What follows belongs to an exercise in optimizing a design on an open flow for small area, a short achievable clock period and few clock cycles per item; a production flow would make more cautious choices.
Only simulation tests tie the RTL to the original design; equivalence was not proved.
No activity file was given, so power comes from the tool's default toggle rates.

== main ==
==> flow/design.v (excerpt) <==
module inone_rx (
    input  wire        clk,
    input  wire        rst,           
    input  wire        cmd_valid,
    output wire        cmd_ready,
    input  wire [1:0]  cmd_op,
    input  wire [7:0]  cmd_byte,
    input  wire [31:0] now,           
    output wire        rearm,         
    output wire [5:0]  cursor,
    output wire        raw_ready,
    output wire        pkt_ready,
    output wire [2:0]  outcome,
    output wire [3:0]  lastlen,
    output wire [71:0] last_frame     
);
    localparam OP_APPEND = 2'd0;
    localparam OP_POLL   = 2'd1;
    localparam OP_GET    = 2'd2;
    localparam OC_OK     = 3'd1;
    localparam OC_MAN1   = 3'd2;
    localparam OC_FRM1   = 3'd3;
    localparam OC_LCLASS = 3'd4;
    localparam OC_MAN2   = 3'd5;
    localparam OC_FRM2   = 3'd6;
    localparam OC_CRC    = 3'd7;
    localparam [31:0] RESYNC_MS = 32'd600;
    localparam [7:0]  CRC_POLY  = 8'h8C;
    reg [5:0]  cursor_q;
    reg [31:0] lastact_q;
    reg        raw_ready_q;
    reg        pkt_ready_q;
    reg [2:0]  outcome_q;
    reg [3:0]  lastlen_q;
    reg [71:0] frame_q;
    reg        rearm_q;
    reg        wait_q;        
    reg        tmo_q;         
    reg        ready_q;       
    reg [91:0] d;
    reg [15:0] e1;            
    reg [22:15] e2;           
    reg [4:0]  cnt;           
    reg [7:0]  crc;
    reg        done;
    reg        done2;         
    reg        ok_q;
    reg        run;           
    assign cmd_ready  = ready_q;
    assign rearm      = rearm_q;
    assign cursor     = cursor_q;
    assign raw_ready  = raw_ready_q;
    assign pkt_ready  = pkt_ready_q;
    assign outcome    = outcome_q;
    assign lastlen    = lastlen_q;
    assign last_frame = frame_q;
    wire accept    = cmd_valid && ready_q;
    wire do_append = accept && cmd_op == OP_APPEND;
    wire do_poll   = accept && cmd_op == OP_POLL;
    wire do_get    = accept && cmd_op == OP_GET;
    reg  [3:0] st_bit;        
    reg  [1:0] st_err;        
    reg        pend_q;        
    always @(posedge clk) begin
        st_bit    <= {cmd_byte[1], cmd_byte[3], cmd_byte[5], cmd_byte[7]};
        st_err[0] <= (cmd_byte[7] ~^ cmd_byte[6]) | (cmd_byte[5] ~^ cmd_byte[4]);
        st_err[1] <= (cmd_byte[3] ~^ cmd_byte[2]) | (cmd_byte[1] ~^ cmd_byte[0]);
        pend_q    <= !rst && do_append && cursor_q <= 6'd22;
    end
    genvar k;
    generate
  ...
For scale: about 960 cells after synthesis, about 130 I/O pins, about 11000 sq um of cells after synthesis.
export LEC_CHECK = 0
export CAP_MARGIN = 20
export CORE_MARGIN = 2
export CORE_UTILIZATION = 65
export CTS_BUF_LIST = sky130_fd_sc_hd__clkbuf_16
export CTS_CLUSTER_DIAMETER = 100
export CTS_CLUSTER_SIZE = 30
export PLACE_DENSITY = 0.8
export SLEW_MARGIN = 20
create_clock -name core_clock -period 10.0 [get_ports {clk}]
standard.sh (not shown) runs the stock make flow with config.mk's settings and CLKGATE_MAP_FILE= SYNTH_SCRIPT=/design/flow/synth_recipe.tcl, a recipe that flattens the netlist after the stock synthesis.
==> flow/flow/run.sh <==
#!/bin/bash
# The standard layout (standard.sh), with the port buffers made as
# sky130_fd_sc_hd__buf_1 instead of the cell buffer_ports picks by itself.
set -euo pipefail
export BUFFER_PORTS_ARGS="-buffer_cell sky130_fd_sc_hd__buf_1"
export SETUP_SLACK_MARGIN=6.95
bash standard.sh > standard.log 2>&1
main reached the end of the flow, and the finished layout is clean on the timing, design-rule and antenna checks.
Testbench counts of main, summed over its fixed seeds: cycles 15,779, blocks 256.
Inputs modified between main and the feature branch:
- PLACE_DENSITY: 0.8 -> 0.7
- CORE_UTILIZATION: 65 -> 55
- CTS_BUF_LIST: sky130_fd_sc_hd__clkbuf_16 -> sky130_fd_sc_hd__clkbuf_8
- CTS_CLUSTER_DIAMETER: 100 -> 60
- CTS_CLUSTER_SIZE: 30 -> 14
diff --git a/flow/flow/run.sh b/flow/flow/run.sh
--- a/flow/flow/run.sh
+++ b/flow/flow/run.sh
@@ -5,3 +5,3 @@
 export BUFFER_PORTS_ARGS="-buffer_cell sky130_fd_sc_hd__buf_1"
-export SETUP_SLACK_MARGIN=6.95
+export SETUP_SLACK_MARGIN=6.8
 bash standard.sh > standard.log 2>&1
==> comparison <==
The feature branch: flow completed, timing, DRC and antenna clean. Any difference in final net count between main and the feature branch is small enough to ignore. Final cell area: the feature branch above main. The feature branch vs. main: layout buffering overhead excluding clock cells went down by 0.80 points. Delta (the feature branch minus main): logic gate share of total power went down 0.7 points, area occupied by registers held, overall global routing resource usage went down 4.4 points, number of signal-net buffers in the layout went down 9, first-iteration DRC count went down about 4%. Last element of the critical path = cursor[2]: the feature branch; last element of the critical path = outcome[1]: main. Compared with main, the feature branch degrades setup slack.

[static timing again, ports no longer ideal]
No port has a modelled driver above. Below, the same layouts with a new extraction and two added sets of constraints.
Step 1 sets driving cells, clkbuf_16 on the clock port and buf_2 on the other inputs (assumed; they add their load-dependent delay and slew).
Step 2 times the ports against the registers' clock, not the clock port: input delays grow and output delays shrink by t, the midpoint of the rising clock arrivals with the driver on.
a / b / c = no drivers / after step 1 / after step 2; a / b = the first two.
| run | shift t [ns] | slack for setup (ns) | worst setup path at the end |
|---|---|---|---|
| main | 0.524 | 6.968 / 6.922 / 6.541 | input to register |
| the feature branch | 0.583 | 6.844 / 6.803 / 6.349 | input to register |
After both steps every run listed still meets setup and hold. The setup slack of the feature branch, which loses most, moves by -0.041 ns with the drivers and by -0.495 ns with both steps.
